From an optimization exercise on the open Yosys and OpenROAD flow, aimed at small area, a short achievable clock period and few clock cycles; shortcuts taken in it are not production practice. Only simulation tests tie the RTL to the original design; equivalence was not proved. Power is estimated from default activity; no workload was simulated.

`flow/design.v`:
```
module tdm_deframer (
    input  wire        clk,
    input  wire        rst,           
    input  wire        ev_valid,
    output wire        ev_ready,
    input  wire [7:0]  ev_hdr,
    input  wire [31:0] ev_pos,
    input  wire [31:0] ev_payload,
    output reg  [1:0]  want,          
    output wire        fatal,
    output wire        rec_valid,
    input  wire        rec_ready,
    output reg  [4:0]  rec_cls,
    output reg         rec_line,
    output reg  [3:0]  rec_slot,
    output reg  [3:0]  rec_field,
    output reg  [19:0] rec_value,
    output reg  [4:0]  rec_width,
    output reg  [31:0] rec_start,
    output reg  [31:0] rec_end
);
    localparam [2:0] K_FALL  = 3'd1,
                     K_RISE  = 3'd2,
                     K_END   = 3'd3,
                     K_RESET = 3'd4,
                     K_META  = 3'd5,
                     K_SETUP = 3'd6;
    localparam [2:0] PH_UNCONF    = 3'd0,
                     PH_AWAIT_1ST = 3'd1,
                     PH_AWAIT_FAL = 3'd2,
                     PH_AWAIT_RIS = 3'd3,
                     PH_ENDED     = 3'd4,
                     PH_CFG_ERR   = 3'd5;
    localparam [3:0] F_BIT = 4'd0, F_SLOTRAW = 4'd1, F_READY = 4'd2,
                     F_VALID = 4'd3, F_RSV = 4'd4, F_CODEC = 4'd5,
                     F_RW = 4'd6, F_ADDR = 4'd7, F_DATA = 4'd8, F_RAW = 4'd9;
    localparam [4:0] CLS_ERROR = 5'd31;
    reg  [2:0]  phase;
    reg  [31:0] prev_pos;       
    reg  [31:0] last_pos;       
    reg         last_pos_vld;
    reg         sync_prev;
    reg         lat_out, lat_in;
    reg         frame_act;      
    reg  [3:0]  slot_k;         
    reg  [4:0]  slot_j;         
    reg  [19:0] sr_out, sr_in;  
    reg  [11:0] valid_out, valid_in;
    reg  [31:0] pos_s;          
    reg  [31:0] cap1, cap8, cap13, cap14, cap16;  
    reg         em_active;
    reg  [3:0]  em_ptr;
    reg  [31:0] em_a;           
    reg         em_lat_out, em_lat_in;
    reg         em_cmp;         
    reg  [3:0]  em_k;           
    reg         next_present;   
    reg  [3:0]  next_ptr;
    assign ev_ready  = !em_active;
    assign rec_valid = em_active;
    assign fatal     = (phase == PH_CFG_ERR);
    always @(*) begin
        case (phase)
            PH_AWAIT_1ST, PH_AWAIT_RIS: want = 2'd2;
            PH_AWAIT_FAL:               want = 2'd1;
            default:                    want = 2'd0;
        endcase
    end
    wire [2:0] kind     = ev_hdr[2:0];
    wire       hdr_rsvd = (kind == 3'd0) || (kind == 3'd7) || ev_hdr[7];
    wire       pos_ok   = !last_pos_vld || (ev_pos > last_pos);
    wire       ev_take  = ev_valid && ev_ready && !hdr_rsvd;
    wire do_setup = ev_take && (kind == K_SETUP);
    wire do_reset = ev_take && (kind == K_RESET) && (phase != PH_CFG_ERR);
    wire do_end   = ev_take && (kind == K_END) &&
                    (phase != PH_UNCONF) && (phase != PH_CFG_ERR);
    wire do_fall  = ev_take && (kind == K_FALL) && (phase == PH_AWAIT_FAL) && pos_ok;
    wire do_rise1 = ev_take && (kind == K_RISE) && (phase == PH_AWAIT_1ST) && pos_ok;
    wire do_rise  = ev_take && (kind == K_RISE) && (phase == PH_AWAIT_RIS) && pos_ok;
    wire       start   = !sync_prev && ev_hdr[3];
    wire       acc     = start || (frame_act && (slot_k < 4'd13));
    wire [4:0] acc_j   = start ? 5'd0 : slot_j;
    wire [3:0] acc_k   = start ? 4'd0 : slot_k;
    wire [4:0] acc_jn  = acc_j + 5'd1;
    wire [4:0] acc_w   = (acc_k == 4'd0) ? 5'd16 : 5'd20;
    wire       acc_cmp = (acc_jn == acc_w);
    wire [19:0] sr_out_n = {sr_out[18:0], lat_out};
    wire [19:0] sr_in_n  = {sr_in[18:0],  lat_in};
    always @(posedge clk) begin
        if (rst) begin
            phase        <= PH_UNCONF;
            last_pos_vld <= 1'b0;
            frame_act    <= 1'b0;
            em_active    <= 1'b0;
            em_ptr       <= 4'd0;
            em_cmp       <= 1'b0;
            em_k         <= 4'd0;
            em_a         <= 32'd0;
            em_lat_out   <= 1'b0;
            em_lat_in    <= 1'b0;
            prev_pos     <= 32'd0;
            last_pos     <= 32'd0;
            sync_prev    <= 1'b0;
            lat_out      <= 1'b0;
            lat_in       <= 1'b0;
            slot_k       <= 4'd0;
            slot_j       <= 5'd0;
            sr_out       <= 20'd0;
            sr_in        <= 20'd0;
            valid_out    <= 12'd0;
            valid_in     <= 12'd0;
            pos_s        <= 32'd0;
            cap1         <= 32'd0;
            cap8         <= 32'd0;
            cap13        <= 32'd0;
            cap14        <= 32'd0;
            cap16        <= 32'd0;
        end else begin
            if (em_active && rec_ready) begin
                if (next_present) begin
                    em_ptr <= next_ptr;
                end else begin
                    em_active <= 1'b0;
                end
            end
            if (do_setup) begin
                phase        <= (ev_payload[3:0] == 4'hf) ? PH_AWAIT_1ST : PH_CFG_ERR;
                last_pos_vld <= 1'b0;
                frame_act    <= 1'b0;
            end
            if (do_reset) begin
                phase        <= (phase == PH_UNCONF) ? PH_UNCONF : PH_AWAIT_1ST;
                last_pos_vld <= 1'b0;
                frame_act    <= 1'b0;
            end
            if (do_end) begin
                phase        <= PH_ENDED;
                last_pos_vld <= 1'b0;
                frame_act    <= 1'b0;
            end
            if (do_fall) begin
                lat_out      <= ev_hdr[4];
                lat_in       <= ev_hdr[5];
                last_pos     <= ev_pos;
                last_pos_vld <= 1'b1;
                phase        <= PH_AWAIT_RIS;
            end
            if (do_rise1) begin
                prev_pos     <= ev_pos;
                sync_prev    <= ev_hdr[3];
                last_pos     <= ev_pos;
                last_pos_vld <= 1'b1;
                phase        <= PH_AWAIT_FAL;
            end
            if (do_rise) begin
                sync_prev    <= ev_hdr[3];
                prev_pos     <= ev_pos;
                last_pos     <= ev_pos;
                last_pos_vld <= 1'b1;
                phase        <= PH_AWAIT_FAL;
                em_active    <= 1'b1;
                em_ptr       <= 4'd0;
                em_a         <= prev_pos;
                em_lat_out   <= lat_out;
                em_lat_in    <= lat_in;
                em_cmp       <= acc && acc_cmp;
                em_k         <= acc_k;
                if (start)
                    frame_act <= 1'b1;
                if (acc) begin
                    sr_out <= sr_out_n;
                    sr_in  <= sr_in_n;
                    if (acc_j == 5'd0)   pos_s <= prev_pos;
                    if (acc_jn == 5'd1)  cap1  <= ev_pos;
                    if (acc_jn == 5'd8)  cap8  <= ev_pos;
                    if (acc_jn == 5'd13) cap13 <= ev_pos;
                    if (acc_jn == 5'd14) cap14 <= ev_pos;
                    if (acc_jn == 5'd16) cap16 <= ev_pos;
                    if (acc_cmp) begin
                        slot_j <= 5'd0;
                        slot_k <= acc_k + 4'd1;
                        if (acc_k == 4'd0) begin
                            valid_out <= sr_out_n[14:3];
                            valid_in  <= sr_in_n[14:3];
                        end
                    end else begin
                        slot_j <= acc_jn;
                        slot_k <= acc_k;
                    end
                end
            end
        end
    end
    wire [19:0] v_out = (em_k == 4'd0) ? {4'd0, sr_out[15:0]} : sr_out;
    wire [19:0] v_in  = (em_k == 4'd0) ? {4'd0, sr_in[15:0]}  : sr_in;
    wire        vb_out = valid_out[4'd12 - em_k];   
    wire        vb_in  = valid_in[4'd12 - em_k];
    function [4:0] routine_mask;
        input        line;
        input [3:0]  k;
        input [19:0] v;
        input        vb;
        begin
            if (k == 4'd0)
                routine_mask = {1'b1, v[2], 3'b111};
            else if (!vb)
                routine_mask = 5'b00000;
            else if (k == 4'd1 && !line)
                routine_mask = {1'b0, (v[11:0] != 12'd0), 3'b111};
            else if (k == 4'd1)
                routine_mask = {(v[11:0] != 12'd0), 1'b1, 1'b1, v[19], 1'b1};
            else if (k == 4'd2)
                routine_mask = {2'b00, (v[3:0] != 4'd0), 2'b11};
            else
                routine_mask = 5'b00001;
        end
    endfunction
    wire [4:0]  rm_out  = routine_mask(1'b0, em_k, v_out, vb_out);
    wire [4:0]  rm_in   = routine_mask(1'b1, em_k, v_in,  vb_in);
    wire [13:0] present = em_cmp ? {rm_in, rm_out, 4'b1111} : 14'b00_0000_0000_0011;
    integer    i;
    always @(*) begin
        next_present = 1'b0;
        next_ptr     = 4'd0;
        for (i = 13; i >= 0; i = i - 1) begin
            if (i > em_ptr && present[i]) begin
                next_present = 1'b1;
                next_ptr     = i[3:0];
            end
        end
    end
    reg        r_line;
    reg [2:0]  r_idx;
    reg [3:0]  r_off;
    reg [19:0] r_v;
    always @(*) begin
        r_line = (em_ptr >= 4'd9) || (em_ptr == 4'd1) || (em_ptr == 4'd3);
        r_off  = (em_ptr >= 4'd9) ? em_ptr - 4'd9 : em_ptr - 4'd4;
        r_idx  = r_off[2:0];
        r_v    = r_line ? v_in : v_out;
        rec_line  = r_line;
        rec_cls   = 5'd0;
        rec_slot  = em_k;
        rec_field = F_BIT;
        rec_value = 20'd0;
        rec_width = 5'd1;
        rec_start = pos_s;
        rec_end   = prev_pos;
        if (em_ptr <= 4'd1) begin
            rec_cls   = {4'd0, r_line};
            rec_slot  = 4'd15;
            rec_field = F_BIT;
            rec_value = {19'd0, r_line ? em_lat_in : em_lat_out};
            rec_width = 5'd1;
            rec_start = em_a;
            rec_end   = prev_pos;
        end else if (em_ptr <= 4'd3) begin
            rec_cls   = {4'd1, r_line};
            rec_field = F_SLOTRAW;
            rec_value = r_v;
            rec_width = (em_k == 4'd0) ? 5'd16 : 5'd20;
        end else begin
            rec_cls = 5'd4 + (r_line ? 5'd13 : 5'd0) + {1'b0, em_k};
            if (em_k == 4'd0) begin
                case (r_idx)
                    3'd0: begin rec_field = F_READY; rec_value = {19'd0, r_v[15]};
                                rec_width = 5'd1;  rec_start = pos_s; rec_end = cap1; end
                    3'd1: begin rec_field = F_VALID; rec_value = {8'd0, r_v[14:3]};
                                rec_width = 5'd12; rec_start = cap1; rec_end = cap13; end
                    3'd2: begin rec_field = F_RSV;   rec_value = {19'd0, r_v[2]};
                                rec_width = 5'd1;  rec_start = cap13; rec_end = cap14; end
                    3'd3: begin rec_cls = CLS_ERROR;
                                rec_field = F_RSV;   rec_value = {19'd0, r_v[2]};
                                rec_width = 5'd1;  rec_start = cap13; rec_end = cap14; end
                    default: begin rec_field = F_CODEC; rec_value = {18'd0, r_v[1:0]};
                                rec_width = 5'd2;  rec_start = cap14; rec_end = prev_pos; end
                endcase
            end else if (em_k == 4'd1 && !r_line) begin
                case (r_idx)
                    3'd0: begin rec_field = F_RW;    rec_value = {19'd0, r_v[19]};
                                rec_width = 5'd1;  rec_start = pos_s; rec_end = cap1; end
                    3'd1: begin rec_field = F_ADDR;  rec_value = {13'd0, r_v[18:12]};
                                rec_width = 5'd7;  rec_start = cap1; rec_end = cap8; end
                    3'd2: begin rec_field = F_RSV;   rec_value = {8'd0, r_v[11:0]};
                                rec_width = 5'd12; rec_start = cap8; rec_end = prev_pos; end
                    default: begin rec_cls = CLS_ERROR;
                                rec_field = F_RSV;   rec_value = {8'd0, r_v[11:0]};
                                rec_width = 5'd12; rec_start = cap8; rec_end = prev_pos; end
                endcase
            end else if (em_k == 4'd1) begin
                case (r_idx)
                    3'd0: begin rec_field = F_RSV;   rec_value = {19'd0, r_v[19]};
                                rec_width = 5'd1;  rec_start = pos_s; rec_end = cap1; end
                    3'd1: begin rec_cls = CLS_ERROR;
                                rec_field = F_RSV;   rec_value = {19'd0, r_v[19]};
                                rec_width = 5'd1;  rec_start = pos_s; rec_end = cap1; end
                    3'd2: begin rec_field = F_ADDR;  rec_value = {13'd0, r_v[18:12]};
                                rec_width = 5'd7;  rec_start = cap1; rec_end = cap8; end
                    3'd3: begin rec_field = F_RSV;   rec_value = {8'd0, r_v[11:0]};
                                rec_width = 5'd12; rec_start = cap8; rec_end = prev_pos; end
                    default: begin rec_cls = CLS_ERROR;
                                rec_field = F_RSV;   rec_value = {8'd0, r_v[11:0]};
                                rec_width = 5'd12; rec_start = cap8; rec_end = prev_pos; end
                endcase
            end else if (em_k == 4'd2) begin
                case (r_idx)
                    3'd0: begin rec_field = F_DATA;  rec_value = {4'd0, r_v[19:4]};
                                rec_width = 5'd16; rec_start = pos_s; rec_end = cap16; end
                    3'd1: begin rec_field = F_RSV;   rec_value = {16'd0, r_v[3:0]};
                                rec_width = 5'd4;  rec_start = cap16; rec_end = prev_pos; end
                    default: begin rec_cls = CLS_ERROR;
                                rec_field = F_RSV;   rec_value = {16'd0, r_v[3:0]};
                                rec_width = 5'd4;  rec_start = cap16; rec_end = prev_pos; end
                endcase
            end else begin
                rec_field = F_RAW;
                rec_value = r_v;
                rec_width = 5'd20;
                rec_start = pos_s;
                rec_end   = prev_pos;
            end
        end
    end
endmodule
```
`flow/run.sh`:
```
#!/bin/bash
# synth_recipe.tcl (not shown) runs the flow's synth.tcl, then flattens the netlist and writes it again
# the make line also repeats each setting of config.mk as NAME=value (left out here)
make -C /OpenROAD-flow-scripts/flow DESIGN_CONFIG=/design/flow/config.mk WORK_HOME=/design/flow/orfs CLKGATE_MAP_FILE= SYNTH_SCRIPT=/design/flow/synth_recipe.tcl finish
```
`flow/config.mk`:
```
export PLATFORM = sky130hd
export DESIGN_NAME = tdm_deframer
export DESIGN_NICKNAME = tdm_deframer
export VERILOG_FILES = /design/flow/design.v
export SDC_FILE = /design/flow/constraint.sdc
export NUM_CORES = 4
export LEC_CHECK = 0
export CAP_MARGIN = 20
export CORE_MARGIN = 2
export CORE_UTILIZATION = 40
export PLACE_DENSITY = 0.6
export SLEW_MARGIN = 20
```
`flow/constraint.sdc`:
```
create_clock -name core_clock -period 10.0 [get_ports {clk}]
set_input_delay 2.0000 -clock core_clock [delete_from_list [all_inputs] [get_ports {clk}]]
set_output_delay 2.0000 -clock core_clock [all_outputs]
set_load 0.01 [all_outputs]
```
==> results.txt <==
[flip-flops by register name (all words and copies together), names as in the netlist, 3 cells and up]
register / flops
phase: 3
cap8: 32
pos_s: 32
cap1: 32
sr_out: 20
slot_j: 5
cap13: 32
valid_in: 12
sr_in: 20
cap14: 32
last_pos: 32
prev_pos: 32
slot_k: 4
em_ptr: 4
em_k: 4
valid_out: 12
em_a: 32
cap16: 32
[power groups by stage]
stage,clock [mW],combinational [mW],sequential (mW)
after floorplan,0,0.0594,1.55
final,1.71,0.111,1.52
after global routing,1.79,0.120,1.52
after detailed placement,0,0.108,1.55
after global placement,0,0.106,1.55
after CTS,1.73,0.109,1.52
[cells in the final DEF, fill, tap and decap left out, drive strengths merged, types with 7 or more instances in the layout]
cell type      instances
clkbuf                69
o22ai                 61
nor3                  34
o211ai                13
a221o                 26
nand4                 18
xor2                   7
nand2                446
o311a                 13
nand3                 29
a221oi                22
o31ai                 40
nand2b                 7
a211oi                91
and3                  26
ha                    53
nor2                 404
a21oi                373
buf                   59
clkdlybuf4s50        153
and2                   7
o2111ai                7
dfxtp                380
o22a                  25
o21a                  12
inv                   56
nor4                   9
a31oi                 38
o21ai                145
o221ai                38
mux2i                273
or2                    8
a22oi                 17
[layer usage]
metal / track usage, % / vias to the layer above / wire, um
met3: 6.769 / 307 / 10030
met1: 38.97 / 11600 / 38300
met4: 12.26 / 2 / 3921
met5: 0 / - / 13
met2: 46.09 / 1452 / 41370
li1: - / 11030 / -
[logic make-up (layout without fill, tap and decap cells)]
logic type	count (synthesis)	count (layout)	synth area share [%]
AOI/OAI and AO/OA	981	981	27.10
xor gates and xnor gates	11	11	0.4682
adders and majority gates	53	53	2.788
buffers and inverters	331	347	6.550
DFF	380	380	31.98
muxes	285	285	12.34
and+or+nand+nor	1024	1024	18.76
[path summary, 6_finish.rpt]
check	cells after the start	to
min reg2reg	2	em_a[12]$_SDFFE_PP0P_
max reg2reg	10	em_a[24]$_SDFFE_PP0P_
min	2	em_a[12]$_SDFFE_PP0P_
max	11	rec_end[12]
[tightest hold or removal path, stage by stage (launching register included)]
cell     delay, ns
dfxtp_1       0.31
nand2_1       0.05
a21oi_1       0.05
[cell type report]
class / count / area (sq um) / area share, %
Multi-Input combinational cell: 2354 / 14820 / 54.55
Clock buffer: 69 / 1345 / 4.951
Clock inverter: 11 / 183.9 / 0.6770
Timing Repair Buffer: 212 / 2034 / 7.489
Tap cell: 773 / 967.2 / 3.560
Inverter: 55 / 209.0 / 0.7692
Sequential cell: 380 / 7607 / 28.00
[metrics by stage]
| step | instance area, sq um | setup WS (ns) | total power [mW] | hold slack (ns) |
|---|---|---|---|---|
| 3_3_place_gp | 25550 | 2.918 | 1.657 | 0.4391 |
| 5_1_grt | 27170 | 1.980 | 3.422 | 0.4666 |
| 6_report | 27170 | 2.101 | 3.339 | 0.4505 |
| 2_1_floorplan | 23780 | 5.213 | 1.610 | 0.4315 |
| 3_5_place_dp | 25560 | 2.876 | 1.659 | 0.4443 |
| 4_1_cts | 27090 | 2.223 | 3.354 | 0.4525 |
==> results.txt <==
Core Rows - 89
most frequent cell after synthesis - nand2_1
Worst Skew - 0.04019 ns
GP Congestion - 0.8894
slew margin rel. - 20.56%
clock share of power - 51.2%
sequential fraction of the synthesis area - 31.98%
H-tree depth - 2
hold_buf cts - 0
type of origin of the critical path - flop
Max Cap Violations - 0
CP startpoint - em_ptr[0]$_SDFFE_PP0P_
Synth-to-Final Area Change - 14.22%
total number of vias - 24.39k
setup TNS - 0 ns
Cell Int Power - 2.558 mW
syn nets - 3194
post-synth top area share - 31.98%
clock-pin slew on the worst setup and hold paths - 0.06 ns
starting density of the core - 40.38%
WP buf/inv - 3
asr flop ratio synth - 0%
die extent in x - 247.8 um
io pins - 184
post-synth cell types - 113
Final min period - 7.899 ns
clock buffer depth - 3
Pins Over Slew Limit - 0
DRC - 0
status - finished clean
worst-margin pin slew - 1.192 ns
Antenna Nets Post-Route - 0
final hold vios - 0
required time of the worst setup path - 8.00 ns
R2R Setup Slk - 6.06 ns
Mapped Cells - 3065
synth cell count leaders - nand2_1 (445), nor2_1 (400), dfxtp_1 (380)
placed instance count - 3771
Static Leakage - 10.46 nW
Worst Hold Class - reg2reg
leading area contributor after synthesis - dfxtp_1
CP Class - reg2out
dominant cells by area after synthesis - dfxtp_1 (32%), mux2i_1 (11%), a21oi_1 (7.8%)
Syn. warnings - 1
Mean Syn Cell Area - 7.760 sq um
Critical R2R Launch - last_pos[28]$_SDFFE_PP0P_
drt pass-1 iters - 6
CP max FO - 19
combinational power share - 3.3%
Max stage delay on crit path - 0.79 ns
Net Sw Power - 0.7813 mW
Seq pwr share - 45.4%
Max Fclk - 0.1266 GHz
initial antenna violation count - 1
Setup Viol. Count Final - 0
Port Buffers - 154
post-CTS resize count - 0
fill cell count - 5707
final period utilization - 78.99%
initial DRC count - 2802
GRT overflow - 0
Crit-path slowest cell - a31oi_4
Clock Sinks - 380
pwr/cell area - 122.9 nW/um^2
Post-synth EDFFs - 0
fraction of layout cells with a size suffix above 1 - 7.757%
Die H - 247.8 um
RSZ-0062 raised after global routing - no
WP data arrival - 5.90 ns
flops & latches, synth - 380
Core Footprint - 58910 sq um
detail-routed net length per standard cell - 24.29 um
largest net degree at the start of global routing - 198
WL final - 93.63 mm
die area - 61430 sq um
Synth Flop Type - dfxtp_1
crit-path leading delay family - simple AND/OR/NAND/NOR gates
Net Sw Frac - 23.40%
Final nets - 3176
Max rail drop VDD - 0.1365 mV
Tot GR Track Use - 29.48%
CP endpoint kind - primary output
mapped cell area - 23780 sq um
Final Util - 46.12%
non-filler cells in the finished layout - 3854
vias per cell - 6.327
Root Buffer - clkbuf_16
worst hold path startpoint - em_a[12]$_SDFFE_PP0P_
CTS tree - yes
HPWL Detailed - 55.85 mm
Antenna Cells - 0
TritonCTS buffer count - 44
post-CTS setup buffer count - 0
vias in the first global route - 23.06k
Worst-Skew Late Latency - 0.61 ns
CP cell instances - inv_1, ha_1, or3b_1, nand3_4, nand4_4, buf_4, or2_1, a31oi_4, nor2_1, nor3_2, clkdlybuf4s50_1
first-pass GRT wire length - 139.0 mm
Testbench counts, summed over its fixed seeds: cycles 69,083.

==> port drivers added, routing unchanged <==
In the flow no input, the clock included, has a driving cell. The finished layout below was timed again as built, in two steps.
Step 1 (the two cells are an assumption about what drives the block):
set clk [get_ports {clk}]
set_driving_cell -lib_cell sky130_fd_sc_hd__clkbuf_16 $clk
set_driving_cell -lib_cell sky130_fd_sc_hd__buf_2 [delete_from_list [all_inputs] $clk]
Step 2 times the ports against the registers' clock, not the clock port: input delays grow and output delays shrink by t, the midpoint of the rising clock arrivals with the driver on.
a / b / c = no drivers / after step 1 / after step 2; a / b = the first two.
shift t [ns]: 0.655
slack for setup (ns): 2.101 / 2.038 / 2.693
worst slew at a driven data input, ns: 0.15
After both steps this run still meets setup and hold. The setup slack of this run moves by -0.063 ns with the drivers and by +0.592 ns with both steps.
